This design comes from an exercise in tuning for small area, a short achievable clock period and few clock cycles per item on the open sky130 flow, not from production work. Function was checked by simulation only, so behaviour that the tests miss may differ from the original. Power and IR drop assume default switching activity.

$ cat config.mk
export PLATFORM = sky130hd
export DESIGN_NAME = bcm_encoder
export DESIGN_NICKNAME = bcm_encoder
export VERILOG_FILES = /design/flow/design.v
export SDC_FILE = /design/flow/constraint.sdc
export NUM_CORES = 4
export LEC_CHECK = 0
export ABC_AREA = 1
export CAP_MARGIN = 20
export CORE_MARGIN = 2
export CORE_UTILIZATION = 40
export SLEW_MARGIN = 20
$ cat constraint.sdc
create_clock -name core_clock -period 18.0 [get_ports {clk}]
set_input_delay 3.6000 -clock core_clock [delete_from_list [all_inputs] [get_ports {clk}]]
set_output_delay 3.6000 -clock core_clock [all_outputs]
set_load 0.01 [all_outputs]
$ cat design.v
module bcm_gamma(v, y);
  input [7:0] v;
  wire [7:0] v;
  output [7:0] y;
  wire [7:0] y;
  wire _0_;
  wire _100_;
  wire _101_;
  wire _102_;
  wire _103_;
  wire _104_;
  wire _105_;
  wire _106_;
  wire _107_;
  wire _108_;
  wire _109_;
  wire _10_;
  wire _110_;
  wire _111_;
  wire _112_;
  wire _113_;
  wire _114_;
  wire _115_;
  wire _116_;
  wire _117_;
  wire _118_;
  wire _119_;
  wire _11_;
  wire _120_;
  wire _121_;
  wire _122_;
  wire _123_;
  wire _124_;
  wire _125_;
  wire _126_;
  wire _127_;
  wire _128_;
  wire _129_;
  wire _12_;
  wire _130_;
  wire _131_;
  wire _132_;
  wire _133_;
  wire _134_;
  wire _135_;
  wire _136_;
  wire _137_;
  wire _138_;
  wire _139_;
  wire _13_;
  wire _140_;
  wire _141_;
  wire _142_;
  wire _143_;
  wire _144_;
  wire _145_;
  wire _146_;
  wire _147_;
  wire _148_;
  wire _149_;
  wire _14_;
  wire _150_;
  wire _151_;
  wire _152_;
  wire _153_;
  wire _154_;
  wire _155_;
  wire _156_;
  wire _157_;
  wire _158_;
  wire _159_;
  wire _15_;
  wire _160_;
  wire _161_;
  wire _162_;
  wire _163_;
  wire _164_;
  wire _165_;
  wire _166_;
  wire _167_;
  wire _168_;
  wire _169_;
  wire _16_;
  wire _170_;
  wire _171_;
  wire _172_;
  wire _173_;
  wire _174_;
  wire _175_;
  wire _176_;
  wire _177_;
  wire _178_;
  wire _179_;
  wire _17_;
  wire _180_;
  wire _181_;
  wire _182_;
  wire _183_;
  wire _184_;
  wire _185_;
  wire _186_;
  wire _187_;
  wire _188_;
  wire _189_;
  wire _18_;
  wire _190_;
  wire _191_;
  wire _192_;
  wire _193_;
  wire _194_;
  wire _195_;
  wire _196_;
  wire _197_;
  wire _198_;
  wire _199_;
  wire _19_;
  wire _1_;
  wire _200_;
  wire _201_;
  wire _202_;
  wire _203_;
  wire _204_;
  wire _205_;
  wire _206_;
  wire _207_;
  wire _208_;
  wire _209_;
  wire _20_;
  wire _210_;
  wire _211_;
  wire _212_;
  wire _213_;
  wire _214_;
  wire _215_;
  wire _216_;
  wire _217_;
  wire _218_;
  wire _219_;
  wire _21_;
  wire _220_;
  wire _221_;
  wire _222_;
  wire _223_;
  wire _224_;
  wire _225_;
  wire _226_;
  wire _227_;
  wire _228_;
  wire _229_;
  wire _22_;
  wire _230_;
  wire _231_;
  wire _232_;
  wire _233_;
  wire _234_;
  wire _235_;
  wire _236_;
  wire _237_;
  wire _238_;
  wire _239_;
  wire _23_;
  wire _240_;
  wire _241_;
  wire _242_;
  wire _243_;
  wire _244_;
  wire _245_;
  wire _246_;
  wire _247_;
  wire _248_;
  wire _249_;
  wire _24_;
  wire _250_;
  wire _251_;
  wire _252_;
  wire _253_;
  wire _254_;
  wire _255_;
  wire _256_;
  wire _257_;
  wire _258_;
  wire _259_;
  wire _25_;
  wire _260_;
  wire _261_;
  wire _262_;
  wire _263_;
  wire _264_;
  wire _265_;
  wire _266_;
  wire _267_;
  wire _268_;
  wire _269_;
  wire _26_;
  wire _270_;
  wire _271_;
  wire _272_;
  wire _273_;
  wire _274_;
  wire _275_;
  wire _276_;
  wire _277_;
  wire _278_;
  wire _279_;
  wire _27_;
  wire _28_;
  wire _29_;
  wire _2_;
  wire _30_;
  wire _31_;
  wire _32_;
  wire _33_;
  wire _34_;
  wire _35_;
  wire _36_;
  wire _37_;
  wire _38_;
  wire _39_;
  wire _3_;
  wire _40_;
  wire _41_;
  wire _42_;
  wire _43_;
  wire _44_;
  wire _45_;
  wire _46_;
  wire _47_;
  wire _48_;
  wire _49_;
  wire _4_;
  wire _50_;
  wire _51_;
  wire _52_;
  wire _53_;
  wire _54_;
  wire _55_;
  wire _56_;
  wire _57_;
  wire _58_;
  wire _59_;
  wire _5_;
  wire _60_;
  wire _61_;
  wire _62_;
  wire _63_;
  wire _64_;
  wire _65_;
  wire _66_;
  wire _67_;
  wire _68_;
  wire _69_;
  wire _6_;
  wire _70_;
  wire _71_;
  wire _72_;
  wire _73_;
  wire _74_;
  wire _75_;
  wire _76_;
  wire _77_;
  wire _78_;
  wire _79_;
  wire _7_;
  wire _80_;
  wire _81_;
  wire _82_;
  wire _83_;
  wire _84_;
  wire _85_;
  wire _86_;
  wire _87_;
  wire _88_;
  wire _89_;
  wire _8_;
  wire _90_;
  wire _91_;
  wire _92_;
  wire _93_;
  wire _94_;
  wire _95_;
  wire _96_;
  wire _97_;
  wire _98_;
  wire _99_;
  wire _9_;
  assign _263_ = 4'h8 >> v[1:0];
  assign _262_ = 4'h1 >> { _263_, v[2] };
  assign _261_ = 4'h2 >> { _262_, v[3] };
  assign _260_ = 4'h2 >> v[6:5];
  assign _259_ = 4'h1 >> v[3:2];
  assign _258_ = 4'h2 >> { _259_, v[4] };
  assign _257_ = 4'h8 >> { _258_, _260_ };
  assign _256_ = 4'h8 >> { _257_, _261_ };
  assign _255_ = 4'h1 >> { v[3], v[4] };
  assign _254_ = 4'h4 >> { _255_, v[5] };
  assign _253_ = 4'h1 >> { _254_, v[6] };
  assign _252_ = 4'h1 >> { _253_, v[5] };
  assign _251_ = 4'h2 >> { _252_, v[7] };
  assign y[6] = 4'h4 >> { _251_, _256_ };
  assign _250_ = 4'h8 >> { _255_, _262_ };
  assign _249_ = 4'h2 >> { _250_, v[5] };
  assign _248_ = 4'h2 >> v[7:6];
  assign _247_ = 4'h8 >> { _248_, _249_ };
  assign _246_ = 4'h1 >> { _259_, v[4] };
  assign _245_ = 4'h2 >> { _261_, v[4] };
  assign _244_ = 4'h1 >> { _245_, _246_ };
  assign _243_ = 4'h2 >> { _244_, v[5] };
  assign _242_ = 4'h2 >> { _243_, _253_ };
  assign _241_ = 4'h8 >> { _263_, v[2] };
  assign _240_ = 4'h8 >> { _241_, v[3] };
  assign _239_ = 4'h1 >> { _240_, v[4] };
  assign _238_ = 4'h1 >> { _239_, v[5] };
  assign _237_ = 4'h4 >> { v[3], v[0] };
  assign _236_ = 4'h2 >> { _237_, v[4] };
  assign _235_ = 4'h1 >> v[1:0];
  assign _234_ = 4'h4 >> { _235_, v[2] };
  assign _233_ = 4'h8 >> { _234_, v[4] };
  assign _232_ = 4'h1 >> { _233_, _236_ };
  assign _231_ = 4'h4 >> v[1:0];
  assign _230_ = 4'h2 >> v[1:0];
  assign _229_ = 4'h4 >> { _230_, v[2] };
  assign _228_ = 4'h2 >> { v[0], v[2] };
  assign _227_ = 4'h1 >> { _228_, v[3] };
  assign _226_ = 4'h4 >> { _227_, _229_ };
  assign _225_ = 4'h4 >> { _226_, _231_ };
  assign _224_ = 4'h1 >> { _225_, _232_ };
  assign _223_ = 4'h4 >> { _259_, v[0] };
  assign _222_ = 4'h2 >> { _223_, v[4] };
  assign _221_ = 4'h2 >> { _222_, v[6] };
  assign _220_ = 4'h4 >> { _221_, _224_ };
  assign _219_ = 4'h4 >> { _220_, _238_ };
  assign _218_ = 4'h2 >> { _219_, v[7] };
  assign _217_ = 4'h4 >> { _218_, _242_ };
  assign y[5] = 4'he >> { _217_, _247_ };
  assign _216_ = 4'h1 >> { _241_, v[3] };
  assign _215_ = 4'h2 >> { _216_, v[4] };
  assign _214_ = 4'h1 >> { _215_, _255_ };
  assign _213_ = 4'h1 >> { _214_, v[5] };
  assign _212_ = 4'h2 >> { _246_, v[5] };
  assign _211_ = 4'h4 >> { _212_, _261_ };
  assign _210_ = 4'h1 >> { _211_, _213_ };
  assign _209_ = 4'h1 >> { _210_, v[6] };
  assign _208_ = 4'h2 >> { _235_, v[2] };
  assign _207_ = 4'h1 >> { _208_, v[3] };
  assign _206_ = 4'h1 >> { _207_, _261_ };
  assign _205_ = 4'h1 >> { _208_, _234_ };
  assign _204_ = 4'h1 >> { v[1], v[2] };
  assign _203_ = 4'h2 >> { _204_, _205_ };
  assign _202_ = 4'h8 >> { _203_, v[3] };
  assign _201_ = 4'h1 >> { _202_, _206_ };
  assign _200_ = 4'h1 >> { _201_, v[4] };
  assign _199_ = 4'h1 >> { _235_, _263_ };
  assign _198_ = 4'h1 >> { _199_, v[4] };
  assign _197_ = 4'h2 >> { _198_, v[3] };
  assign _196_ = 4'h1 >> { _197_, v[5] };
  assign _195_ = 4'h4 >> { _196_, _200_ };
  assign _194_ = 4'h2 >> { _234_, v[3] };
  assign _193_ = 4'h2 >> { _233_, v[5] };
  assign _192_ = 4'h4 >> { _193_, _194_ };
  assign _191_ = 4'h2 >> { _192_, v[6] };
  assign _190_ = 4'h4 >> { _191_, _195_ };
  assign _189_ = 4'h1 >> { _190_, _209_ };
  assign _188_ = 4'h2 >> { _189_, v[7] };
  assign _187_ = 4'h2 >> { _215_, _249_ };
  assign _186_ = 4'h4 >> { _248_, _254_ };
  assign _185_ = 4'h4 >> { _186_, _187_ };
  assign y[4] = 4'he >> { _185_, _188_ };
  assign _184_ = 4'h8 >> { v[1], v[2] };
  assign _183_ = 4'h1 >> { _184_, _262_ };
  assign _182_ = 4'h1 >> { _235_, v[3] };
  assign _181_ = 4'h4 >> { _182_, _183_ };
  assign _180_ = 4'h8 >> { _183_, v[3] };
  assign _179_ = 4'h1 >> { _180_, v[4] };
  assign _178_ = 4'h4 >> { _179_, _181_ };
  assign _177_ = 4'h4 >> { _178_, _234_ };
  assign _176_ = 4'h1 >> { _207_, v[4] };
  assign _175_ = 4'h1 >> { _176_, _177_ };
  assign _174_ = 4'h8 >> { _184_, v[3] };
  assign _173_ = 4'h1 >> { _174_, _175_ };
  assign _172_ = 4'h2 >> { _215_, v[5] };
  assign _171_ = 4'h4 >> { _172_, _173_ };
  assign _170_ = 4'h1 >> { _171_, _213_ };
  assign _169_ = 4'h2 >> { _170_, v[6] };
  assign _168_ = 4'h1 >> { _169_, _257_ };
  assign _167_ = 4'h1 >> { _168_, v[7] };
  assign _166_ = 4'h1 >> { _175_, _205_ };
  assign _165_ = 4'h4 >> { _216_, _262_ };
  assign _164_ = 4'h2 >> { _165_, v[4] };
  assign _163_ = 4'h2 >> { _199_, v[2] };
  assign _162_ = 4'h1 >> { _163_, _229_ };
  assign _161_ = 4'h1 >> { _162_, v[3] };
  assign _160_ = 4'h2 >> { _161_, v[4] };
  assign _159_ = 4'h1 >> { _160_, _164_ };
  assign _158_ = 4'h4 >> { _235_, v[3] };
  assign _157_ = 4'h1 >> { _158_, v[2] };
  assign _156_ = 4'h1 >> { _157_, _159_ };
  assign _155_ = 4'h1 >> { _156_, _166_ };
  assign _154_ = 4'h2 >> { _155_, v[5] };
  assign _153_ = 4'h4 >> { _164_, v[2] };
  assign _152_ = 4'h2 >> { _204_, v[3] };
  assign _151_ = 4'h4 >> { _152_, _241_ };
  assign _150_ = 4'h2 >> { _151_, _176_ };
  assign _149_ = 4'h1 >> { _150_, v[5] };
  assign _148_ = 4'h4 >> { _149_, _153_ };
  assign _147_ = 4'h2 >> { _148_, v[6] };
  assign _146_ = 4'h4 >> { _147_, _154_ };
  assign _145_ = 4'h8 >> { _201_, v[4] };
  assign _144_ = 4'h1 >> { _216_, _255_ };
  assign _143_ = 4'h4 >> { _144_, _145_ };
  assign _142_ = 4'h1 >> { _143_, v[5] };
  assign _141_ = 4'h1 >> { _152_, _259_ };
  assign _140_ = 4'h1 >> { _141_, v[4] };
  assign _139_ = 4'h8 >> { _206_, v[4] };
  assign _138_ = 4'h1 >> { _139_, _140_ };
  assign _137_ = 4'h2 >> { _138_, v[5] };
  assign _136_ = 4'h1 >> { _137_, v[6] };
  assign _135_ = 4'h4 >> { _136_, _142_ };
  assign _134_ = 4'h2 >> { _135_, v[7] };
  assign _133_ = 4'h4 >> { _134_, _146_ };
  assign y[3] = 4'he >> { _133_, _167_ };
  assign _132_ = 4'h4 >> { _162_, _235_ };
  assign _131_ = 4'h2 >> { _132_, v[3] };
  assign _130_ = 4'h4 >> { _199_, v[3] };
  assign _129_ = 4'h2 >> { _130_, v[4] };
  assign _128_ = 4'h4 >> { _129_, _131_ };
  assign _127_ = 4'h4 >> { v[0], v[2] };
  assign _126_ = 4'h1 >> { _127_, _228_ };
  assign _125_ = 4'h8 >> { _126_, v[3] };
  assign _124_ = 4'h1 >> { _125_, _163_ };
  assign _123_ = 4'h4 >> { _124_, _203_ };
  assign _122_ = 4'h1 >> { _123_, v[3] };
  assign _121_ = 4'h4 >> { v[3], v[1] };
  assign _120_ = 4'h1 >> { _121_, _228_ };
  assign _119_ = 4'h4 >> { _120_, _122_ };
  assign _118_ = 4'h2 >> { _119_, v[3] };
  assign _117_ = 4'h8 >> { _199_, v[2] };
  assign _116_ = 4'h2 >> { _117_, _182_ };
  assign _115_ = 4'h2 >> { _116_, v[4] };
  assign _114_ = 4'h4 >> { _115_, _118_ };
  assign _113_ = 4'h1 >> { _114_, _128_ };
  assign _112_ = 4'h1 >> { _113_, _230_ };
  assign _111_ = 4'h8 >> { _125_, _199_ };
  assign _110_ = 4'h1 >> { _111_, v[4] };
  assign _109_ = 4'h4 >> { _110_, _123_ };
  assign _108_ = 4'h1 >> { _109_, _112_ };
  assign _107_ = 4'h2 >> { _108_, v[5] };
  assign _106_ = 4'h1 >> { _122_, v[4] };
  assign _105_ = 4'h4 >> { _106_, _118_ };
  assign _104_ = 4'h8 >> { v[3], v[1] };
  assign _103_ = 4'h2 >> { _104_, _129_ };
  assign _102_ = 4'h4 >> { _103_, _184_ };
  assign _101_ = 4'h1 >> { _102_, v[5] };
  assign _100_ = 4'h4 >> { _101_, _105_ };
  assign _99_ = 4'h2 >> { _100_, v[6] };
  assign _98_ = 4'h4 >> { _99_, _107_ };
  assign _97_ = 4'h4 >> { _203_, _261_ };
  assign _96_ = 4'h2 >> { _203_, v[3] };
  assign _95_ = 4'h2 >> { _96_, v[4] };
  assign _94_ = 4'h4 >> { _95_, _97_ };
  assign _93_ = 4'h1 >> { _116_, v[4] };
  assign _92_ = 4'h4 >> { _93_, _96_ };
  assign _91_ = 4'h2 >> { _92_, v[5] };
  assign _90_ = 4'h4 >> { _91_, _94_ };
  assign _89_ = 4'h4 >> { _164_, _202_ };
  assign _88_ = 4'h1 >> { v[2], v[4] };
  assign _87_ = 4'h1 >> { _88_, v[5] };
  assign _86_ = 4'h4 >> { _87_, _89_ };
  assign _85_ = 4'h1 >> { _86_, v[6] };
  assign _84_ = 4'h4 >> { _85_, _90_ };
  assign _83_ = 4'h1 >> { _84_, _98_ };
  assign _82_ = 4'h2 >> { _83_, v[7] };
  assign _81_ = 4'h2 >> { _184_, _194_ };
  assign _80_ = 4'h1 >> { _81_, _175_ };
  assign _264_ = 4'h8 >> v[3:2];
  assign _265_ = 4'h2 >> { _264_, _164_ };
  assign _266_ = 4'h2 >> { _265_, v[5] };
  assign _267_ = 4'h4 >> { _266_, _80_ };
  assign _268_ = 4'h1 >> { _267_, _142_ };
  assign _269_ = 4'h2 >> { _268_, v[6] };
  assign _270_ = 4'h2 >> { _240_, _258_ };
  assign _271_ = 4'h2 >> { _208_, _255_ };
  assign _272_ = 4'h2 >> { _271_, _260_ };
  assign _273_ = 4'h4 >> { _272_, _270_ };
  assign _274_ = 4'h1 >> { _273_, v[7] };
  assign _275_ = 4'h4 >> { _274_, _269_ };
  assign y[2] = 4'h1 >> { _275_, _82_ };
  assign _276_ = 4'h4 >> { _103_, _119_ };
  assign _277_ = 4'h2 >> { _177_, v[5] };
  assign _278_ = 4'h4 >> { _277_, _276_ };
  assign _279_ = 4'h2 >> { _86_, v[6] };
  assign _0_ = 4'h4 >> { _279_, _278_ };
  assign _1_ = 4'h2 >> { _151_, _258_ };
  assign _2_ = 4'h2 >> { _1_, v[5] };
  assign _3_ = 4'h4 >> { _2_, _200_ };
  assign _4_ = 4'h8 >> { _194_, v[4] };
  assign _5_ = 4'h4 >> { _4_, v[5] };
  assign _6_ = 4'h1 >> { _5_, v[6] };
  assign _7_ = 4'h4 >> { _6_, _3_ };
  assign _8_ = 4'h1 >> { _7_, v[7] };
  assign _9_ = 4'h4 >> { _8_, _0_ };
  assign _10_ = 4'h1 >> { v[1], v[4] };
  assign _11_ = 4'h1 >> { _10_, v[5] };
  assign _12_ = 4'h4 >> { _11_, _128_ };
  assign _13_ = 4'h4 >> { _231_, v[2] };
  assign _14_ = 4'h2 >> { _13_, _162_ };
  assign _15_ = 4'h2 >> { _14_, _222_ };
  assign _16_ = 4'h4 >> { _110_, _161_ };
  assign _17_ = 4'h1 >> { _16_, _15_ };
  assign _18_ = 4'h2 >> { _17_, v[5] };
  assign _19_ = 4'h1 >> { _18_, v[6] };
  assign _20_ = 4'h4 >> { _19_, _12_ };
  assign _21_ = 4'h1 >> { _184_, v[5] };
  assign _22_ = 4'h8 >> { _21_, v[0] };
  assign _23_ = 4'h1 >> { _21_, v[0] };
  assign _24_ = 4'h2 >> { _23_, v[3] };
  assign _25_ = 4'h4 >> { _24_, _22_ };
  assign _26_ = 4'h1 >> { _226_, v[4] };
  assign _27_ = 4'h4 >> { _26_, _25_ };
  assign _28_ = 4'h1 >> { v[1], v[5] };
  assign _29_ = 4'h2 >> { _28_, _126_ };
  assign _30_ = 4'h2 >> { _29_, _182_ };
  assign _31_ = 4'h2 >> { _30_, _236_ };
  assign _32_ = 4'h2 >> { _31_, v[6] };
  assign _33_ = 4'h4 >> { _32_, _27_ };
  assign _34_ = 4'h2 >> { _33_, v[7] };
  assign _35_ = 4'h4 >> { _34_, _20_ };
  assign y[1] = 4'he >> { _35_, _9_ };
  assign _36_ = 4'h2 >> { _128_, _160_ };
  assign _37_ = 4'h1 >> { _116_, v[1] };
  assign _38_ = 4'h1 >> { _37_, v[4] };
  assign _39_ = 4'h1 >> { _38_, v[5] };
  assign _40_ = 4'h4 >> { _39_, _36_ };
  assign _41_ = 4'h8 >> { _126_, _182_ };
  assign _42_ = 4'h2 >> { _41_, _124_ };
  assign _43_ = 4'h1 >> { _42_, v[4] };
  assign _44_ = 4'h2 >> { _224_, v[5] };
  assign _45_ = 4'h4 >> { _44_, _43_ };
  assign _46_ = 4'h1 >> { _45_, _40_ };
  assign _47_ = 4'h2 >> { _46_, v[6] };
  assign _48_ = 4'h2 >> { _166_, v[5] };
  assign _49_ = 4'h4 >> { _48_, _114_ };
  assign _50_ = 4'h2 >> { _4_, _238_ };
  assign _51_ = 4'h1 >> { _50_, v[6] };
  assign _52_ = 4'h4 >> { _51_, _49_ };
  assign _53_ = 4'h1 >> { _52_, _47_ };
  assign _54_ = 4'h1 >> { _53_, v[7] };
  assign _55_ = 4'h2 >> { _230_, v[3] };
  assign _56_ = 4'h8 >> { _55_, _14_ };
  assign _57_ = 4'h1 >> { _41_, v[4] };
  assign _58_ = 4'h4 >> { _57_, _56_ };
  assign _59_ = 4'h1 >> { _58_, v[6] };
  assign _60_ = 4'h4 >> { _59_, _112_ };
  assign _61_ = 4'h2 >> { _145_, v[6] };
  assign _62_ = 4'h8 >> { _61_, _175_ };
  assign _63_ = 4'h2 >> { _62_, v[5] };
  assign _64_ = 4'h4 >> { _63_, _60_ };
  assign _65_ = 4'h1 >> { _94_, _139_ };
  assign _66_ = 4'h1 >> { _65_, _183_ };
  assign _67_ = 4'h2 >> { _178_, v[6] };
  assign _68_ = 4'h4 >> { _67_, _66_ };
  assign _69_ = 4'h8 >> { _216_, v[0] };
  assign _70_ = 4'h2 >> { _125_, v[4] };
  assign _71_ = 4'h4 >> { _70_, _69_ };
  assign _72_ = 4'h4 >> { v[0], v[4] };
  assign _73_ = 4'h1 >> { _72_, v[6] };
  assign _74_ = 4'h4 >> { _73_, _71_ };
  assign _75_ = 4'h1 >> { _74_, v[5] };
  assign _76_ = 4'h4 >> { _75_, _68_ };
  assign _77_ = 4'h2 >> { _76_, v[7] };
  assign _78_ = 4'h4 >> { _77_, _64_ };
  assign y[0] = 4'h1 >> { _78_, _54_ };
  assign _79_ = 4'h1 >> { _256_, v[6] };
  assign y[7] = 4'h2 >> { _79_, v[7] };
endmodule
module bcm_lin(p, y);
  input [6:0] p;
  wire [6:0] p;
  output [6:0] y;
  wire [6:0] y;
  wire _0_;
  wire _10_;
  wire _11_;
  wire _12_;
  wire _13_;
  wire _14_;
  wire _15_;
  wire _16_;
  wire _17_;
  wire _18_;
  wire _19_;
  wire _1_;
  wire _20_;
  wire _21_;
  wire _22_;
  wire _23_;
  wire _24_;
  wire _25_;
  wire _26_;
  wire _27_;
  wire _28_;
  wire _29_;
  wire _2_;
  wire _30_;
  wire _31_;
  wire _32_;
  wire _33_;
  wire _34_;
  wire _35_;
  wire _36_;
  wire _37_;
  wire _38_;
  wire _39_;
  wire _3_;
  wire _40_;
  wire _41_;
  wire _42_;
  wire _43_;
  wire _44_;
  wire _45_;
  wire _46_;
  wire _47_;
  wire _48_;
  wire _49_;
  wire _4_;
  wire _50_;
  wire _51_;
  wire _52_;
  wire _53_;
  wire _54_;
  wire _55_;
  wire _56_;
  wire _57_;
  wire _58_;
  wire _59_;
  wire _5_;
  wire _60_;
  wire _61_;
  wire _62_;
  wire _63_;
  wire _64_;
  wire _65_;
  wire _66_;
  wire _67_;
  wire _68_;
  wire _69_;
  wire _6_;
  wire _70_;
  wire _71_;
  wire _72_;
  wire _73_;
  wire _74_;
  wire _75_;
  wire _76_;
  wire _77_;
  wire _78_;
  wire _79_;
  wire _7_;
  wire _80_;
  wire _81_;
  wire _82_;
  wire _83_;
  wire _84_;
  wire _85_;
  wire _86_;
  wire _87_;
  wire _88_;
  wire _89_;
  wire _8_;
  wire _90_;
  wire _91_;
  wire _92_;
  wire _93_;
  wire _9_;
  assign _73_ = 4'h2 >> { _74_, p[5] };
  assign _72_ = 4'h8 >> { _73_, p[6] };
  assign y[5] = 4'h1 >> { _72_, _75_ };
  assign _71_ = 4'h1 >> { p[4], p[6] };
  assign _70_ = 4'h1 >> { p[2], p[5] };
  assign _69_ = 4'h2 >> { p[1], p[3] };
  assign _68_ = 4'h4 >> { p[1], p[3] };
  assign _67_ = 4'h1 >> { _68_, _69_ };
  assign _66_ = 4'h2 >> { _67_, _70_ };
  assign _65_ = 4'h8 >> { p[1], p[3] };
  assign _64_ = 4'h4 >> { _65_, _70_ };
  assign _63_ = 4'h4 >> { _64_, _77_ };
  assign _62_ = 4'h4 >> { p[1], p[2] };
  assign _61_ = 4'h8 >> { _62_, p[4] };
  assign _60_ = 4'h1 >> { _61_, _63_ };
  assign _59_ = 4'h4 >> { _60_, _66_ };
  assign _58_ = 4'h1 >> { _59_, p[0] };
  assign _57_ = 4'h1 >> { p[4], p[5] };
  assign _56_ = 4'h2 >> { _57_, p[2] };
  assign _55_ = 4'h1 >> { _56_, _67_ };
  assign _54_ = 4'h2 >> { _64_, p[0] };
  assign _53_ = 4'h4 >> { _54_, _55_ };
  assign _52_ = 4'h2 >> { p[1], p[2] };
  assign _51_ = 4'h4 >> { _52_, p[3] };
  assign _50_ = 4'h4 >> { _77_, p[3] };
  assign _49_ = 4'h1 >> { _50_, _51_ };
  assign _48_ = 4'h4 >> { _49_, _53_ };
  assign _47_ = 4'h4 >> { _48_, _58_ };
  assign _46_ = 4'h8 >> { _51_, p[5] };
  assign _45_ = 4'h8 >> { _46_, p[0] };
  assign _44_ = 4'h1 >> { _45_, p[6] };
  assign _43_ = 4'h4 >> { _44_, _47_ };
  assign _42_ = 4'h1 >> { _51_, _62_ };
  assign _41_ = 4'h1 >> { _42_, p[4] };
  assign _40_ = 4'h8 >> { _42_, p[4] };
  assign _39_ = 4'h1 >> { _40_, _41_ };
  assign _38_ = 4'h2 >> { _39_, p[0] };
  assign _37_ = 4'h2 >> { _62_, p[4] };
  assign _36_ = 4'h2 >> { _52_, p[3] };
  assign _35_ = 4'h4 >> { _36_, _37_ };
  assign _34_ = 4'h2 >> { _36_, _37_ };
  assign _33_ = 4'h1 >> { _34_, _35_ };
  assign _32_ = 4'h1 >> { _33_, _72_ };
  assign _31_ = 4'h4 >> { _32_, _38_ };
  assign _30_ = 4'h1 >> { _31_, _43_ };
  assign _29_ = 4'h1 >> { _39_, _74_ };
  assign _28_ = 4'h8 >> { _29_, _30_ };
  assign _27_ = 4'h8 >> { _51_, p[4] };
  assign _26_ = 4'h2 >> { _69_, p[4] };
  assign _25_ = 4'h1 >> { _26_, p[2] };
  assign _24_ = 4'h1 >> { _25_, _68_ };
  assign _23_ = 4'h4 >> { _24_, _27_ };
  assign _22_ = 4'h8 >> { _23_, _28_ };
  assign _21_ = 4'h1 >> { _23_, _28_ };
  assign _20_ = 4'h1 >> { _21_, _22_ };
  assign _19_ = 4'h1 >> p[1:0];
  assign _18_ = 4'h4 >> { _19_, p[2] };
  assign _17_ = 4'h2 >> { p[6], p[3] };
  assign _16_ = 4'h4 >> { _17_, _18_ };
  assign _15_ = 4'h2 >> { _16_, p[4] };
  assign _14_ = 4'h2 >> { _15_, y[5] };
  assign _13_ = 4'h4 >> { _14_, _20_ };
  assign _12_ = 4'h8 >> { _15_, _75_ };
  assign _11_ = 4'h1 >> { _12_, _13_ };
  assign _10_ = 4'h4 >> { _11_, _71_ };
  assign _9_ = 4'h4 >> { _10_, p[5] };
  assign _8_ = 4'h2 >> { _76_, p[5] };
  assign _7_ = 4'h4 >> { _8_, _10_ };
  assign y[4] = 4'he >> { _7_, _9_ };
  assign _6_ = 4'h2 >> { _19_, _74_ };
  assign _5_ = 4'h2 >> { _6_, _30_ };
  assign _4_ = 4'h2 >> { _29_, _43_ };
  assign y[1] = 4'h1 >> { _4_, _5_ };
  assign _3_ = 4'h8 >> { _57_, _79_ };
  assign _2_ = 4'h1 >> { _3_, _73_ };
  assign _1_ = 4'h1 >> { _2_, p[6] };
  assign _0_ = 4'h2 >> { _1_, _20_ };
  assign _93_ = 4'h1 >> { _2_, _20_ };
  assign y[2] = 4'h1 >> { _93_, _0_ };
  assign _92_ = 4'h1 >> y[2:1];
  assign _91_ = 4'h1 >> { _92_, p[3] };
  assign _90_ = 4'h2 >> { _70_, _71_ };
  assign _89_ = 4'h4 >> p[6:5];
  assign _88_ = 4'h8 >> { _89_, p[4] };
  assign _87_ = 4'h1 >> { _88_, _90_ };
  assign _86_ = 4'h1 >> { _87_, _91_ };
  assign y[3] = 4'hd >> { _86_, _11_ };
  assign _85_ = 4'h1 >> { p[0], p[3] };
  assign _84_ = 4'h8 >> { _85_, _61_ };
  assign _83_ = 4'h2 >> { _84_, _43_ };
  assign _82_ = 4'h2 >> { _73_, p[6] };
  assign _81_ = 4'h8 >> { _82_, _47_ };
  assign y[0] = 4'he >> { _81_, _83_ };
  assign _80_ = 4'h4 >> { _46_, p[0] };
  assign y[6] = 4'h8 >> { _80_, _28_ };
  assign _79_ = 4'h1 >> { p[2], p[3] };
  assign _78_ = 4'h4 >> { _79_, p[1] };
  assign _77_ = 4'h8 >> { p[4], p[5] };
  assign _76_ = 4'h4 >> { _77_, _78_ };
  assign _75_ = 4'h1 >> { _76_, p[6] };
  assign _74_ = 4'h4 >> { _79_, p[4] };
endmodule
module bcm_cb(d, y);
  input [6:0] d;
  wire [6:0] d;
  output [6:0] y;
  wire [6:0] y;
  wire _0_;
  wire _10_;
  wire _11_;
  wire _12_;
  wire _13_;
  wire _14_;
  wire _15_;
  wire _16_;
  wire _17_;
  wire _18_;
  wire _19_;
  wire _1_;
  wire _20_;
  wire _21_;
  wire _22_;
  wire _23_;
  wire _24_;
  wire _25_;
  wire _26_;
  wire _27_;
  wire _28_;
  wire _29_;
  wire _2_;
  wire _30_;
  wire _31_;
  wire _32_;
  wire _33_;
  wire _34_;
  wire _35_;
  wire _36_;
  wire _37_;
  wire _38_;
  wire _39_;
  wire _3_;
  wire _40_;
  wire _41_;
  wire _42_;
  wire _43_;
  wire _44_;
  wire _45_;
  wire _46_;
  wire _47_;
  wire _48_;
  wire _49_;
  wire _4_;
  wire _50_;
  wire _51_;
  wire _52_;
  wire _53_;
  wire _54_;
  wire _55_;
  wire _56_;
  wire _57_;
  wire _58_;
  wire _59_;
  wire _5_;
  wire _60_;
  wire _61_;
  wire _62_;
  wire _63_;
  wire _64_;
  wire _65_;
  wire _66_;
  wire _67_;
  wire _68_;
  wire _69_;
  wire _6_;
  wire _70_;
  wire _71_;
  wire _72_;
  wire _73_;
  wire _74_;
  wire _75_;
  wire _76_;
  wire _77_;
  wire _78_;
  wire _79_;
  wire _7_;
  wire _80_;
  wire _81_;
  wire _8_;
  wire _9_;
  assign _51_ = 4'h4 >> { _54_, d[0] };
  assign _50_ = 4'h1 >> { _51_, _52_ };
  assign _49_ = 4'h1 >> { _50_, _53_ };
  assign _48_ = 4'h4 >> { d[3], d[1] };
  assign _47_ = 4'h8 >> { _48_, _49_ };
  assign _46_ = 4'h1 >> { d[1], d[2] };
  assign _45_ = 4'h1 >> { _46_, d[3] };
  assign _44_ = 4'h2 >> { _45_, _63_ };
  assign _43_ = 4'h1 >> { _44_, _56_ };
  assign _42_ = 4'h2 >> { _43_, _67_ };
  assign _41_ = 4'h4 >> { _42_, _47_ };
  assign _40_ = 4'h1 >> { d[5], d[6] };
  assign _39_ = 4'h8 >> { d[3], d[4] };
  assign _38_ = 4'h8 >> { _39_, _40_ };
  assign y[3] = 4'he >> { _38_, _41_ };
  assign _37_ = 4'h1 >> { _52_, d[3] };
  assign _36_ = 4'h2 >> { d[1], d[4] };
  assign _35_ = 4'h2 >> { _36_, d[2] };
  assign _34_ = 4'h1 >> { _35_, _37_ };
  assign _33_ = 4'h4 >> { _34_, _49_ };
  assign _32_ = 4'h1 >> { _33_, d[1] };
  assign _31_ = 4'h1 >> { _59_, d[2] };
  assign _30_ = 4'h2 >> { _31_, d[1] };
  assign _29_ = 4'h8 >> { _66_, d[4] };
  assign _28_ = 4'h1 >> { _29_, _30_ };
  assign _27_ = 4'h4 >> { _28_, _32_ };
  assign _26_ = 4'h1 >> { _62_, d[6] };
  assign _25_ = 4'h2 >> { _48_, _56_ };
  assign _24_ = 4'h1 >> { _59_, d[5] };
  assign _23_ = 4'h4 >> { _24_, _25_ };
  assign _22_ = 4'h8 >> { _61_, d[5] };
  assign _21_ = 4'h4 >> { _22_, _55_ };
  assign _20_ = 4'h1 >> { _21_, _23_ };
  assign _19_ = 4'h8 >> { _20_, _26_ };
  assign y[2] = 4'h4 >> { _19_, _27_ };
  assign _18_ = 4'h1 >> { d[3], d[0] };
  assign _17_ = 4'h1 >> { _49_, _59_ };
  assign _16_ = 4'h1 >> { _17_, _18_ };
  assign _15_ = 4'h2 >> { _43_, _66_ };
  assign _14_ = 4'h2 >> { _56_, _61_ };
  assign _13_ = 4'h2 >> { _14_, d[5] };
  assign _12_ = 4'h4 >> { _13_, _15_ };
  assign _11_ = 4'h4 >> { _12_, _16_ };
  assign _10_ = 4'h2 >> { _25_, _65_ };
  assign _9_ = 4'h1 >> { _29_, _59_ };
  assign _8_ = 4'h1 >> { _37_, d[2] };
  assign _68_ = 4'h4 >> { _8_, _9_ };
  assign _69_ = 4'h8 >> { _37_, _56_ };
  assign _70_ = 4'h1 >> { _69_, d[5] };
  assign _71_ = 4'h4 >> { _70_, _68_ };
  assign _72_ = 4'h4 >> { _71_, _10_ };
  assign _73_ = 4'h1 >> { _72_, d[6] };
  assign y[1] = 4'h4 >> { _73_, _11_ };
  assign _74_ = 4'h8 >> { _55_, d[3] };
  assign _75_ = 4'h2 >> { _74_, _31_ };
  assign _76_ = 4'h4 >> { _75_, _16_ };
  assign _77_ = 4'h1 >> { _34_, _66_ };
  assign _78_ = 4'h2 >> { _77_, _40_ };
  assign _79_ = 4'h4 >> { _78_, _76_ };
  assign _80_ = 4'h8 >> { _74_, d[0] };
  assign _81_ = 4'h1 >> { _80_, _51_ };
  assign _0_ = 4'h1 >> { _81_, d[1] };
  assign _1_ = 4'h2 >> { _64_, _67_ };
  assign _2_ = 4'h4 >> { _18_, d[4] };
  assign _3_ = 4'h1 >> { _2_, _25_ };
  assign _4_ = 4'h8 >> { _3_, _1_ };
  assign _5_ = 4'h4 >> { _4_, _0_ };
  assign y[0] = 4'he >> { _5_, _79_ };
  assign _6_ = 4'h8 >> { _46_, d[6] };
  assign _7_ = 4'h8 >> { _6_, _18_ };
  assign y[6] = 4'h8 >> { _7_, _71_ };
  assign _67_ = 4'h4 >> { d[5], d[6] };
  assign _66_ = 4'h8 >> d[1:0];
  assign _65_ = 4'h8 >> d[3:2];
  assign _64_ = 4'h8 >> { _65_, _66_ };
  assign _63_ = 4'h1 >> { _64_, d[4] };
  assign y[5] = 4'h2 >> { _63_, _67_ };
  assign _62_ = 4'h4 >> { _64_, d[4] };
  assign _61_ = 4'h1 >> { d[3], d[1] };
  assign _60_ = 4'h4 >> { _61_, d[2] };
  assign _59_ = 4'h2 >> { d[3], d[4] };
  assign _58_ = 4'h2 >> { _59_, _67_ };
  assign _57_ = 4'h4 >> { _58_, _60_ };
  assign y[4] = 4'h4 >> { _57_, _62_ };
  assign _56_ = 4'h8 >> { d[2], d[4] };
  assign _55_ = 4'h1 >> { d[2], d[4] };
  assign _54_ = 4'h1 >> { _55_, _56_ };
  assign _53_ = 4'h4 >> { _54_, d[1] };
  assign _52_ = 4'h1 >> d[1:0];
endmodule
module bcm_encoder (
    input  wire        clk,
    input  wire        rst,
    input  wire        cmd_valid,
    output wire        cmd_ready,
    input  wire [1:0]  cmd_op,
    input  wire [2:0]  cmd_t,
    input  wire [1:0]  cmd_mode,
    input  wire [5:0]  cmd_x,
    input  wire [3:0]  cmd_row,
    input  wire [23:0] cmd_top,
    input  wire [23:0] cmd_bot,
    input  wire [31:0] cmd_val,
    output wire        wr_valid,
    input  wire        wr_ready,
    output wire [12:0] wr_addr,
    output wire [15:0] wr_data,
    output wire        rsp_valid,
    output wire [7:0]  rsp_data
);
    localparam [1:0] OP_ENCODE = 2'd0;
    localparam [1:0] OP_SETBRIGHT = 2'd1;
    localparam [1:0] OP_GETBRIGHT = 2'd2;
    reg [6:0] percent;
    reg [6:0] duty;
    reg       rsp_q;
    reg [47:0] c_ring;      
    reg [2:0]  c_ph;        
    reg        c_done;      
    reg        c_busy;
    reg        c_free;      
    reg        c_set;       
    reg [1:0]  c_mode;
    reg [2:0]  c_t;
    reg [5:0]  c_x;
    reg [3:0]  c_row;
    reg [47:0] o_ch;        
    reg        o_valid;
    reg [2:0]  o_j;
    reg [3:0]  o_row;
    reg [5:0]  o_x;
    reg [2:0]  o_s;         
    reg [3:0]  o_a;         
    reg        o_lat;
    reg        o_oe;
    wire take = cmd_valid && c_free;
    wire xfer = o_valid && wr_ready;
    wire o_last = o_valid && (o_j == 3'd7);
    wire o_room = !o_valid || (o_last && wr_ready);
    wire aligned = (c_ph == 3'd0);
    wire c_gam = (c_mode != 2'd0) && !c_set;
    wire move  = c_busy && !c_set && aligned && (c_done || !c_gam) && o_room;
    wire apply = c_busy && c_set && aligned && o_room;
    wire       val_big = (|cmd_val[30:7]) || (cmd_val[6:0] > 7'd100);
    wire [6:0] val_clamp = cmd_val[31] ? 7'd0 : (val_big ? 7'd100 : cmd_val[6:0]);
    wire [47:0] ring_in = {cmd_bot[7:0], cmd_bot[15:8], cmd_bot[23:16],
                           cmd_top[7:0], cmd_top[15:8],
                           (cmd_op == OP_SETBRIGHT) ? {1'b0, val_clamp} : cmd_top[23:16]};
    wire [7:0] gam_out;
    bcm_gamma u_gam (.v(c_ring[7:0]), .y(gam_out));
    wire [7:0] rot_in = (c_gam && !c_done) ? gam_out : c_ring[7:0];
    wire [6:0] d_lin, d_cb;
    bcm_lin u_lin (.p(c_ring[6:0]), .y(d_lin));
    bcm_cb  u_cb  (.d(d_lin), .y(d_cb));
    wire [6:0] duty_new = (c_mode == 2'd0) ? d_lin :
                          (c_mode == 2'd2 && d_lin != 7'd0 && d_cb == 7'd0) ? 7'd1 : d_cb;
    wire        oe_m = (c_x == 6'd0) || (c_x == 6'd63) || ({1'b0, c_x} >= duty);
    wire [6:0]  oe_thr = (o_s != 3'd0) ? (duty >> o_s) : duty;  
    wire        oe_n = (o_x == 6'd0) || o_lat || ({1'b0, o_x} >= oe_thr);
    always @(posedge clk) begin
        if (c_free) begin
            c_ring <= ring_in;
            c_ph <= 3'd0;
            c_done <= 1'b0;
        end else begin
            c_ring <= {rot_in, c_ring[47:8]};
            c_ph <= (c_ph >= 3'd5) ? 3'd0 : c_ph + 3'd1;
            if (c_ph == 3'd5)
                c_done <= 1'b1;
        end
        if (c_free) begin
            c_set <= (cmd_op == OP_SETBRIGHT);
            c_mode <= cmd_mode;
            c_t <= cmd_t;
            c_x <= cmd_x;
            c_row <= cmd_row;
        end
        if (move) begin
            o_ch <= c_ring;
            o_row <= c_row;
            o_x <= c_x;
            o_s <= c_t;
            o_a <= c_row - 4'd1;
            o_lat <= (c_x == 6'd63);
        end else if (xfer) begin
            o_ch <= {1'b0, o_ch[47:41], 1'b0, o_ch[39:33], 1'b0, o_ch[31:25],
                     1'b0, o_ch[23:17], 1'b0, o_ch[15:9], 1'b0, o_ch[7:1]};
            o_a <= o_row;
            if (o_s != 3'd0)
                o_s <= o_s - 3'd1;
        end
        if (move)
            o_oe <= oe_m;
        else if (xfer)
            o_oe <= oe_n;
        if (move)
            o_j <= 3'd0;
        else if (xfer)
            o_j <= o_j + 3'd1;
        if (apply) begin
            percent <= c_ring[6:0];
            duty <= duty_new;
        end
        if (rst) begin
            c_busy <= 1'b0;
            c_free <= 1'b1;
            o_valid <= 1'b0;
            rsp_q <= 1'b0;
            percent <= 7'd100;
            duty <= 7'd64;
        end else begin
            if (take && (cmd_op == OP_ENCODE || cmd_op == OP_SETBRIGHT)) begin
                c_busy <= 1'b1;
                c_free <= 1'b0;
            end else if (move || apply) begin
                c_busy <= 1'b0;
                c_free <= 1'b1;
            end
            if (move)
                o_valid <= 1'b1;
            else if (o_last && wr_ready)
                o_valid <= 1'b0;
            rsp_q <= take && (cmd_op == OP_SETBRIGHT || cmd_op == OP_GETBRIGHT);
        end
    end
    assign cmd_ready = c_free;
    assign wr_valid = o_valid;
    assign wr_addr = {o_row, o_j, o_x[5:1], ~o_x[0]};
    assign wr_data = {4'b0000, o_a, o_oe, o_lat,
                      o_ch[40], o_ch[32], o_ch[24], o_ch[16], o_ch[8], o_ch[0]};
    assign rsp_valid = rsp_q;
    assign rsp_data = {1'b0, percent};
endmodule
$ cat flow/run.sh
#!/bin/bash
# Standard ORFS layout (the standard.sh), with changes to how it is made:
#  - port buffers are sky130_fd_sc_hd__buf_1 instead of the default delay buffer;
#  - CTS inserts no dummy loads;
#  - timing repair aims for a setup slack margin of 13 ns (the SDC is unchanged).
# The full output of the layout goes to flow_standard.log in this folder.
set -euo pipefail
export BUFFER_PORTS_ARGS="-buffer_cell sky130_fd_sc_hd__buf_1"
export CTS_ARGS="-sink_clustering_enable -repair_clock_nets -dont_use_dummy_load"
export SETUP_SLACK_MARGIN=13
bash standard.sh > flow_standard.log 2>&1
$ cat standard.sh
#!/bin/bash
# synth_recipe.tcl (not shown) runs the flow's synth.tcl, then flattens the netlist and writes it again
# the make line also repeats each setting of config.mk as NAME=value (left out here)
make -C /OpenROAD-flow-scripts/flow DESIGN_CONFIG=/design/flow/config.mk WORK_HOME=/design/flow/orfs CLKGATE_MAP_FILE= SYNTH_SCRIPT=/design/flow/synth_recipe.tcl "${@:-finish}"
==> results of run 1 <==
## logic make-up after synthesis
group / share of synthesized area
adder cells (fa/ha/maj): 0.04885
flip-flops: 0.4540
AO/OA/AOI/OAI: 0.1852
XOR/XNOR: 0.005029
AND/OR/NAND/NOR: 0.2024
multiplexers: 0.002586
buffers and inverters: 0.1014
other: 0.0004306
## sequential cells by signal (all words and copies together) (netlist names), 2 cells and up
name and cells:
c_x 6, c_row 4, duty 7, c_mode 2, o_x 6, c_ph 3, o_a 4, percent 7
o_row 4, o_j 3, o_ch 48, o_s 3, c_ring 48, c_t 3
## worst max-delay path by stage
stage          slack, ns  endpoint  startpoint
2_1_floorplan      13.01    o_s[0]    wr_ready
3_3_place_gp       12.72  o_ch[14]    wr_ready
3_5_place_dp       12.66  o_ch[45]    wr_ready
4_1_cts            13.06  o_ch[22]    wr_ready
5_1_grt            13.05  o_ch[25]    wr_ready
6_report           13.25  o_ch[45]    wr_ready
## final cells by class
class,instances,area share
Sequential cell,156,0.4059
Multi-Input combinational cell,719,0.4014
Timing Repair Buffer,143,0.05851
Inverter,140,0.05531
Clock buffer,17,0.04363
Tap cell,275,0.03529
## layer usage
metal,global-route usage,wire length (um),vias to the layer above
li1,-,-,3812
met1,0.2631,9942,3472
met2,0.3382,10810,292
met3,0.03922,1628,27
met4,0.05787,357,0
met5,0,0,-
## cells in the mapped netlist (3+ instances only)
cell,count
edfxtp_1,83
o21a_1,6
o21ai_1,5
clkbuf_1,40
a21oi_2,7
xnor2_1,5
o22ai_1,5
o221ai_1,5
a21boi_0,3
ha_1,34
nand3_2,6
inv_1,130
a22oi_1,8
nand4_1,13
buf_6,3
a311oi_1,3
inv_2,7
nor2_1,57
buf_4,20
nand2_4,7
a21oi_1,55
o311ai_0,3
nor3_1,10
nand3_1,47
o31ai_1,4
nor4_1,9
o21ai_0,149
nand2_1,226
nand2_2,9
o211ai_1,11
a31oi_1,4
dfxtp_1,73
## repair_timing
item | CTS | global route
setup endpoints to repair | 0 | 48
gates resized for setup | 0 | 2
endpoints found under the hold margin | 0 | 0
## critical path: cells and delay by family
family	cells	cell delay [ns]
buf+inv	4	0.88
simple gates	3	0.20
compound gates	1	0.16
## stage by stage
step	util	hold WS, ns	total power [mW]	instances	cell area, sq um
after floorplan	-	0.4307	0.6382	1080	8735
after global placement	0.4390	0.4504	0.7119	1433	9316
after detailed placement	0.4390	0.4478	0.7120	1433	9316
after CTS	0.4591	0.4550	0.9997	1450	9742
after global routing	0.4595	0.4786	1.058	1450	9751
final	0.4595	0.4497	0.9960	1450	9751
## power by group
part           switching, mW  total [mW]  internal, mW
registers             0.0186       0.423         0.405
clock network          0.124       0.288         0.164
logic                  0.191       0.285        0.0934
total                  0.334       0.996         0.662
==> summary.txt, run 1 <==
Outcome
  • Status: complete, no violations

STA
  • Final hold viol count: 0
  • Fin crit period: ~4.7 ns
  • Max-slew violation count: 0
  • Slew headroom: 0.3572
  • Post-route setup slack: between 10 and 15 ns
  • Setup Skew: 0.03377 ns
  • Fmax: around 0.21 GHz
  • Period utilization: 0.2639
  • Worst Tran Pin Value: between 0.9 and 1 ns
  • Final setup fails: 0
  • Total negative setup slack: 0 ns
  • RSZ-0062 raised after global routing: no

Clock tree
  • Clock latency (worst-skew pair): between 0.4 and 0.5 ns
  • Clk pin slew, worst setup/hold paths: 0.06 ns
  • Clk buf depth: 2
  • Hold-fix buffers, CTS: 0
  • CTS H-tree lvls: 4
  • Root buffer cell: clkbuf_16
  • Total CTS buffers: 17
  • Setup Fix Bufs, Post-CTS: 0
  • Total clock sinks: 156
  • CTS tree: built

Hold path
  • Hold Path Class: register to register
  • Worst Hold Launch: c_ring[43]
  • Hold endpoint: c_ring[35]
  • Worst hold stages: 2

Setup path
  • R2R Path End: duty[0]
  • Worst Setup Start Kind: input port
  • CP max FO: 86
  • Crit path DAT: 4.88 ns
  • CP cell instances: buf_1, nand2_1, nand2_1, inv_1, nor2_1, inv_2, buf_6, o21ai_0
  • Most numerous cell on the critical path: nand2_1
  • R2R cell count: 20
  • CP Capture Type: register
  • RR Startpoint: c_ring[6]
  • CP peak stage delay: 0.46 ns
  • R2R Setup Slk: 13.69 ns
  • Kind of critical path: input port to register
  • CP required: 18.14 ns
  • Worst path slowest cell: buf_6

Route
  • 1st-iter DRT viols: 625
  • WL final: 22.74 mm
  • Drt pass-1 iters: 6
  • Vias: 7603
  • Drc violations: 0
  • Vias per inst: 5.243
  • Final ANT Viol Nets: 0
  • Drt wl/cell: roughly 16 um

Yosys
  • Seq/Total Area, Yosys: 0.4540
  • Syn Area/Cell: 8.093 sq um
  • YS warnings: 1
  • Post-synth ARST share: 0
  • Mapped cell area: 0.008708 sq mm
  • Top cells by area, synth: edfxtp_1 29%, dfxtp_1 17%, nand2_1 9.7%, o21ai_0 8.6%, inv_1 5.6%
  • Leading area contributor after synthesis: edfxtp_1
  • Post-Syn Instances: 1076
  • Post-synth EDFFs: 83
  • Synth top area share: 0.2862
  • Post-synth cell types: 53
  • Flops & latches, synth: 156
  • Top_reg_cell synth: edfxtp_1

Cells and area
  • Area of the multi-input gates: 0.003914 sq mm
  • Share of cells above drive strength 1: 0.06723
  • Ant diodes: 0
  • # fillers: about 2100
  • Area grow syn2layout: 11.97%
  • Commonest cells after routing, fill and taps aside: 226 x nand2_1, 148 x o21ai_0, 135 x buf_1
  • Layout Nets: between 1000 and 1500
  • Sequential cell area: 0.003958 sq mm
  • Commonest non-fill, non-tap cell in the layout: nand2_1

Floorplanning
  • Die width: 151.6 um
  • Die Span Y: ~150 um
  • Row count: 53
  • Die ar.: 0.02297 sq mm
  • # IOs: 141
  • Initial Util: 0.4104
  • Core area: 0.02122 sq mm

Placement
  • PortBufs: approximately 140
  • GPL Wtd Cong: 0.9368
  • DP Worst Slack: 12.66 ns
  • Final HPWL DP: 16.53 mm

Power and ir drop
  • P per Cell Area: 102.2 mW/mm^2
  • Max IR drop VDD: 65.00 uV
  • Pleak: 4.150 nW

Global routing
  • First-pass GRT wire length: approximately 36 mm
  • Gr ovfl total: 0
  • Vias in the first global route: 7100
  • Initial antenna violation count: 0
  • Largest net degree at the start of global routing: 97
  • Total Routing Usage GR: 0.2009

Job
  • Max-cap violations: 0
Testbench counts, summed over its fixed seeds: cycles 131,208, items 16,384.
==> run 2: changes to the inputs <==
==> flow/run.sh (replaced) <==
#!/bin/bash
# ORFS layout through the standard.sh, with these changes to how it is made:
#  - synthesis: the standard script, but ABC maps the logic with an area
#    script (strash; dch -f; amap) and Yosys does not extract half/full adders.
#    Registers are mapped before ABC runs, so they are the standard ones;
#  - port buffers are sky130_fd_sc_hd__buf_1 instead of the default delay buffer;
#  - CTS inserts no dummy loads;
#  - timing repair aims for a setup slack margin of 13 ns (the SDC is unchanged).
# Each step's full output goes to a log file in this folder.
set -euo pipefail
W=$PWD
rm -rf "$W/scripts_area"
cp -r "$FLOW_HOME/scripts" "$W/scripts_area"
printf 'strash\ndch -f\namap\ntopo\n' > "$W/scripts_area/abc_area.script"
export BUFFER_PORTS_ARGS="-buffer_cell sky130_fd_sc_hd__buf_1"
export CTS_ARGS="-sink_clustering_enable -repair_clock_nets -dont_use_dummy_load -buf_list sky130_fd_sc_hd__clkbuf_8 -sink_clustering_size 30 -sink_clustering_max_diameter 80"
export SETUP_SLACK_MARGIN=13
bash standard.sh SCRIPTS_DIR="$W/scripts_area" ADDER_MAP_FILE= synth > flow_synth.log 2>&1
bash standard.sh > flow_layout.log 2>&1
==> run 2 against run 1 <==
Effect of this change:
- register-to-register slack worse by 0.40 ns
- clock skew is 0.00079 ns lower
- first-iteration DRC count is 24% higher
- combinational power is 12% lower
- routed wire length is 4.0% lower
- non-clock buffer count is 14 higher
- design area is 9.0% lower
- power is 13% lower
- global-route usage is 1.3 points higher
- cell count is 18% lower
- largest cell class unchanged
- critical path depth is 1 lower
==> summary.txt, run 2 <==
Clock tree
  • Clk pin slew, worst setup/hold paths: 0.09 ns
  • Total clock sinks: 156
  • Clock latency (worst-skew pair): 0.45 ns
  • CTS H-tree lvls: 4
  • CTS tree: built
  • Root buffer cell: clkbuf_8
  • Clk buf depth: 2
  • Hold-fix buffers, CTS: 0
  • Total CTS buffers: 17

Yosys
  • YS warnings: 1
  • Post-synthesis simple-gate area fraction: 0.1604
  • Post-synthesis mux area share: 0
  • Post-synth cell types: 48
  • Synth top area share: 0.3295
  • Post-synth ARST share: 0
  • Flops & latches, synth: 156
  • Post-synthesis xor/xnor area fraction: 0
  • Syn Area/Cell: 9.492 sq um
  • Mapped cell area: 0.007565 sq mm
  • Post-synthesis adder-cell area fraction: 0
  • Seq/Total Area, Yosys: 0.5227
  • Post-synth EDFFs: 83
  • Top post-synthesis cells by count: 156 x nor2_1, 83 x edfxtp_1, 73 x dfxtp_1
  • Top cells by area, synth: edfxtp_1 33%, dfxtp_1 19%, o22a_1 8.1%, nor2_1 7.7%, o21ai_0 3.6%
  • Count leader, synth: nor2_1
  • Leading area contributor after synthesis: edfxtp_1
  • Top_reg_cell synth: edfxtp_1
  • Largest family of logic cells by synthesized area: compound AO/OA/AOI/OAI gates
  • Post-Syn Instances: 797
  • Area fraction in compound gates after synthesis: 0.2698

Floorplanning
  • Die ar.: 0.02003 sq mm
  • Initial Util: 0.4058
  • Die Span Y: 141.5 um
  • Row count: 50
  • # IOs: around 140
  • Core area: around 0.019 sq mm
  • Die width: about 140 um

Power and ir drop
  • Clock share of power: 0.221
  • Pleak: roughly 2.9 nW
  • P_sw: 0.2898 mW
  • Logic pwr share: 0.289
  • Sequential Power Share: 0.491
  • Max IR drop VDD: a little under 40 uV
  • P per Cell Area: 98.02 mW/mm^2
  • Switch share: 0.3333
  • Int Power: approximately 0.58 mW

STA
  • Worst Tran Pin Value: 0.8943 ns
  • Total negative setup slack: 0 ns
  • RSZ-0062 raised after global routing: yes
  • Max-slew violation count: 0
  • Final setup fails: 0
  • Setup Skew: 0.03298 ns
  • Slew headroom: 0.4010
  • Final hold viol count: 0
  • Period utilization: 0.2753
  • Worst hold margin: 0.4143 ns
  • Fin crit period: 4.956 ns
  • Fmax: 0.2018 GHz

Global routing
  • Largest net degree at the start of global routing: 78
  • Vias in the first global route: 6344
  • Initial antenna violation count: 0
  • First-pass GRT wire length: between 30 and 40 mm
  • Total Routing Usage GR: 0.2140
  • Gr ovfl total: 0

Setup path
  • CP Capture Type: register
  • Kind of critical path: input port to register
  • CP cell instances: buf_1, and3_4, nand2_4, o21a_4, nor2_4, clkbuf_16, o31a_1
  • CP peak stage delay: about 0.30 ns
  • Worst path slowest cell: clkbuf_16
  • CP max FO: 39
  • CP required: roughly 18 ns
  • Worst Setup Start Kind: input port
  • Worst Path Buf+Inv: 2
  • CP top delay family: simple AND/OR/NAND/NOR gates
  • Crit path DAT: 5.08 ns

Route
  • 1st-iter DRT viols: just under 800
  • Drt wl/cell: 18.33 um
  • Drc violations: 0
  • Drt pass-1 iters: 6
  • Vias per inst: roughly 5.9
  • Vias: 6979
  • WL final: roughly 22 mm
  • Final ANT Viol Nets: 0

Cells and area
  • Final Instance Area: between 0.008 and 0.009 sq mm
  • Area grow syn2layout: 17.23%
  • # fillers: approximately 1800
  • Share of cells above drive strength 1: 0.07732
  • Top flop regs: c_ring (48), o_ch (48)
  • Commonest non-fill, non-tap cell in the layout: nor2_1
  • Ant diodes: 0
  • Area of the multi-input gates: about 0.0034 sq mm
  • Commonest cells after routing, fill and taps aside: 151 x nor2_1, 135 x buf_1, 83 x edfxtp_1
  • Sequential cell area: 0.003964 sq mm
  • Final cell count without fillers: 1191
  • Layout Nets: 1060

Placement
  • GPL Wtd Cong: 0.9513
  • Final HPWL DP: 14.72 mm
  • Area after DPL: 0.008388 sq mm
  • Placed insts: roughly 1200
  • PortBufs: 135

Hold path
  • Hold Path Class: register to register

Outcome
  • Status: complete, no violations

Job
  • Max-cap violations: 0
==> run 2: changes by cell type after synthesis, moves of 10 or more <==
cell / before / now
ha_1: 34 / 0
nand2_1: 226 / 43
o32a_1: 0 / 11
a31oi_1: 4 / 14
clkinv_1: 2 / 58
nor3_1: 10 / 29
nand4_1: 13 / 2
nand3_1: 47 / 8
clkbuf_1: 40 / 0
inv_1: 130 / 0
o21ai_0: 149 / 55
o22a_1: 0 / 70
o22ai_1: 5 / 16
nor2_1: 57 / 156
==> run 2: layout make-up <==
type                    instances  share of cell area
flip-flops and latches        156              0.4470
clock buffers                  17             0.02638
repair buffers                157             0.08126
multi-input cells             569              0.3819
inverters                      58             0.03047
well taps                     234             0.03301
==> run 2: repair_timing <==
item | 4_1_cts | 5_1_grt
gates resized for setup | 21 | 29
setup buffers | 3 | 10
endpoints found under the setup margin | 81 | 8
pin swaps | 1 | 2
gates cloned | 0 | 1
==> run 2: power groups by stage <==
stage	combinational, mW	sequential [mW]	clock [mW]
floorplan	0.154	0.433	0
global placement	0.226	0.433	0
detailed placement	0.222	0.433	0
CTS	0.228	0.426	0.196
global route	0.276	0.430	0.210
finish	0.251	0.426	0.192
==> run 2: metal layers <==
metal	track usage	vias to the layer above	wire, um	part of all wire
li1	-	3355	-	-
met4	0.05789	0	248	0.011
met3	0.05029	12	1459	0.067
met5	0	-	0	0
met1	0.2979	3308	9870	0.45
met2	0.3362	304	10250	0.47
==> run 2: path summary, 6_finish.rpt <==
path,from,endpoint,slack [ns],depth (start not counted)
setup / recovery,wr_ready,o_s[0],13.04,7
hold / removal,c_ring[47],c_ring[39],0.41,2
setup reg to reg,c_ring[5],duty[0],13.29,24
hold reg to reg,c_ring[47],c_ring[39],0.41,2
==> run 2: metrics by stage <==
| stage | setup WS [ns] | util | total power, mW |
|---|---|---|---|
| floorplan | 12.00 | - | 0.5871 |
| global placement | 12.11 | 0.4499 | 0.6589 |
| detailed placement | 12.00 | 0.4499 | 0.6545 |
| CTS | 12.89 | 0.4666 | 0.8502 |
| global route | 12.86 | 0.4757 | 0.9160 |
| finish | 13.04 | 0.4757 | 0.8693 |
==> run 2: kinds of logic (layout without fill, tap and decap cells) <==
kind of cell / after synthesis / in the layout
flip-flops: 156 / 156
buffers and inverters: 76 / 232
AO/OA/AOI/OAI: 285 / 285
other: 1 / 5
AND/OR/NAND/NOR: 279 / 279
==> run 2: tightest hold or removal path, cell delays in order, from the launching register on <==
cell and delay, ns:
dfxtp_1 0.30, clkinv_1 0.05, a21oi_1 0.05
==> run 3: changes to the inputs <==
--- a/flow/run.sh
+++ b/flow/run.sh
@@ -13,7 +13,7 @@
 cp -r "$FLOW_HOME/scripts" "$W/scripts_area"
 printf 'strash\ndch -f\namap\ntopo\n' > "$W/scripts_area/abc_area.script"
 export BUFFER_PORTS_ARGS="-buffer_cell sky130_fd_sc_hd__buf_1"
-export CTS_ARGS="-sink_clustering_enable -repair_clock_nets -dont_use_dummy_load -buf_list sky130_fd_sc_hd__clkbuf_8 -sink_clustering_size 30 -sink_clustering_max_diameter 80"
+export CTS_ARGS="-sink_clustering_enable -repair_clock_nets -dont_use_dummy_load"
 export SETUP_SLACK_MARGIN=13
 bash standard.sh SCRIPTS_DIR="$W/scripts_area" ADDER_MAP_FILE= synth > flow_synth.log 2>&1
 bash standard.sh > flow_layout.log 2>&1
==> run 3 against run 2 <==
Effect of this change:
- sequential share of layout area shrank 0.95 points
- count of clock-buffer cells in the layout did not move
- global-route usage up 0.21 points
- clock skew decreased by 0.0081 ns
- critical path depth unchanged
- clock power is 48% higher
- via count decreased by 0.50%
- critical endpoint unchanged
- largest cell class unchanged
==> summary.txt, run 3 <==
Clock tree
  • CTS tree: built
  • CTS H-tree lvls: 4
  • Total clock sinks: approximately 160
  • Clk buf depth: 2
  • Clk pin slew, worst setup/hold paths: about 0.070 ns
  • Hold-fix buffers, CTS: 0
  • Total CTS buffers: 17
  • Clock latency (worst-skew pair): approximately 0.42 ns
  • Root buffer cell: clkbuf_16

STA
  • Total negative setup slack: 0 ns
  • Worst hold margin: 0.4214 ns
  • Final setup fails: 0
  • Period utilization: 0.2744
  • Worst Tran Pin Value: approximately 0.89 ns
  • Setup Skew: 0.02486 ns
  • RSZ-0062 raised after global routing: no
  • Fin crit period: 4.940 ns
  • Max-slew violation count: 0
  • Final hold viol count: 0
  • Fmax: 0.2024 GHz
  • Slew headroom: 0.4030

Yosys
  • Mapped cell area: between 0.007 and 0.008 sq mm
  • YS warnings: 1
  • Top cells by area, synth: edfxtp_1 33%, dfxtp_1 19%, o22a_1 8.1%, nor2_1 7.7%, o21ai_0 3.6%
  • Leading area contributor after synthesis: edfxtp_1
  • Synth top area share: 0.3295
  • Top post-synthesis cells by count: 156 x nor2_1, 83 x edfxtp_1, 73 x dfxtp_1
  • Top_reg_cell synth: edfxtp_1
  • Seq/Total Area, Yosys: 0.5227
  • Count leader, synth: nor2_1
  • Post-synth cell types: between 40 and 50
  • Post-synth EDFFs: 83
  • Syn Area/Cell: 9.492 sq um
  • Post-synth ARST share: 0
  • Post-Syn Instances: around 800
  • Flops & latches, synth: 156

Placement
  • GPL Wtd Cong: 0.9513
  • PortBufs: around 140
  • Area after DPL: 0.008388 sq mm
  • Final HPWL DP: 14.72 mm

Power and ir drop
  • Switch share: 0.3137
  • Overall power: 0.9627 mW
  • P per Cell Area: 106.2 mW/mm^2
  • Pleak: about 3 nW
  • Sequential Power Share: 0.444
  • Clock share of power: 0.295
  • Logic pwr share: 0.261
  • Max IR drop VDD: 39.74 uV
  • Int Power: 0.6607 mW
  • P_sw: roughly 0.3 mW

Route
  • WL final: 21.84 mm
  • Drt pass-1 iters: 7
  • Vias per inst: roughly 5.8
  • Drc violations: 0
  • Drt wl/cell: 18.37 um
  • Vias: 6944
  • Final ANT Viol Nets: 0
  • 1st-iter DRT viols: ~840

Cells and area
  • Commonest cells after routing, fill and taps aside: 150 x nor2_1, 135 x buf_1, 83 x edfxtp_1
  • Final core utilization: 0.4860
  • Area grow syn2layout: 19.78%
  • Top flop regs: c_ring (48), o_ch (48)
  • Sequential cell area: between 0.003 and 0.004 sq mm
  • Final Instance Area: 0.009061 sq mm
  • Area of the multi-input gates: 0.003390 sq mm
  • Ant diodes: 0
  • Share of cells above drive strength 1: 0.07749
  • Layout Nets: about 1100
  • Commonest non-fill, non-tap cell in the layout: nor2_1
  • # fillers: 1741

Hold path
  • Hold Path Class: register to register

Global routing
  • Largest net degree at the start of global routing: between 60 and 70
  • Vias in the first global route: 6391
  • First-pass GRT wire length: 34.00 mm
  • Total Routing Usage GR: 0.2161
  • Initial antenna violation count: 0
  • Gr ovfl total: 0

Setup path
  • Worst path slowest cell: buf_12
  • Worst Path Buf+Inv: 2
  • CP cell instances: buf_1, and3_4, nand2_4, o21a_4, nor2_4, buf_12, o31a_1
  • Worst Setup Start Kind: input port
  • CP peak stage delay: 0.26 ns
  • Kind of critical path: input port to register
  • CP max FO: 39
  • CP top delay family: simple AND/OR/NAND/NOR gates
  • Crit path DAT: 5.04 ns
  • CP required: 18.10 ns
  • CP Capture Type: register

Floorplanning
  • Core area: 0.01864 sq mm
  • Die ar.: 0.02003 sq mm
  • Row count: 50
  • Die width: 141.5 um
  • Die Span Y: 141.5 um
  • # IOs: 141
  • Initial Util: 0.4058

Job
  • Max-cap violations: 0

Outcome
  • Status: complete, no violations
[run 3: cell type report]
type	count	area share
Multi-Input combinational cell	569	0.3741
Tap cell	234	0.03231
Sequential cell	156	0.4374
Timing Repair Buffer	155	0.07967
Inverter	58	0.02955
Clock buffer	17	0.04695
[run 3: final timing paths]
path,startpoint,to,slack [ns],cells past startpoint
hold reg to reg,c_ring[47],c_ring[39],0.42,2
setup reg to reg,c_ring[3],duty[0],13.36,27
hold / removal,c_ring[47],c_ring[39],0.42,2
setup / recovery,wr_ready,o_s[0],13.06,7
[run 3: what timing repair did]
action	in CTS	in global routing
cloned	1	0
pin swaps	1	2
resized for setup	20	31
setup endpoints to repair	83	4
setup buffers	3	8
[run 3: metrics by stage]
| stage | instances | worst slack (ns) |
|---|---|---|
| floorplan | 801 | 12.00 |
| global placement | 1160 | 12.11 |
| detailed placement | 1160 | 12.00 |
| CTS | 1181 | 12.82 |
| global route | 1189 | 12.92 |
| finish | 1189 | 13.06 |
[run 3: cells by family (layout without fill, tap and decap cells)]
kind of cell	after synthesis	after routing	synth area share
flops	156	156	0.5227
buf+inv	76	230	0.04664
simple gates	279	279	0.1604
other cells	1	5	0.0004957
compound gates	285	285	0.2698
[run 3: layer usage]
metal | track usage | vias to the layer above | part of all wire
li1 | - | 3344 | -
met1 | 0.2996 | 3275 | 0.45
met2 | 0.3426 | 294 | 0.47
met3 | 0.04657 | 31 | 0.069
met4 | 0.06158 | 0 | 0.015
met5 | 0 | - | 0
[run 3: tightest hold or removal path: stages (launching register included)]
cell	delay, ns
dfxtp_1	0.29
clkinv_1	0.05
a21oi_1	0.05
[run 3: power by group through the flow]
stage          sequential [mW]  clock, mW  combinational (mW)
6_report                 0.427      0.284               0.252
3_5_place_dp             0.433          0               0.222
3_3_place_gp             0.433          0               0.226
5_1_grt                  0.430      0.302               0.277
4_1_cts                  0.426      0.288               0.229
2_1_floorplan            0.433          0               0.154

## port drivers added, routing unchanged
Ports are ideal in the flow. The routed layouts listed here were re-timed in OpenROAD. Step 1: set_driving_cell puts a clkbuf_16 on clk and a buf_2 on each other input, an assumption about the parent block. Step 2, shift: input delay + t, output delay - t, t = (earliest + latest rising clock arrival at the registers) / 2. This alone moves slack from input paths to output paths. Three values: no drivers, after step 1, after step 2; two values: the first two.
run | t (ns) | setup slack, ns | worst setup path at the end | worst register clock-pin slew, ns | worst slew at a driven data input, ns
run 1 | 0.464 | 13.250 / 13.278 / 12.814 | input to register | 0.07 / 0.07 | 0.05
run 2 | 0.477 | 13.045 / 13.061 / 12.585 | input to register | 0.09 / 0.09 | 0.07
run 3 | 0.458 | 13.060 / 13.086 / 12.628 | input to register | 0.07 / 0.07 | 0.07
After both steps setup and hold are still met in every run listed. The setup slack of run 2, which loses most, moves by +0.016 ns with the drivers and by -0.460 ns with both steps.
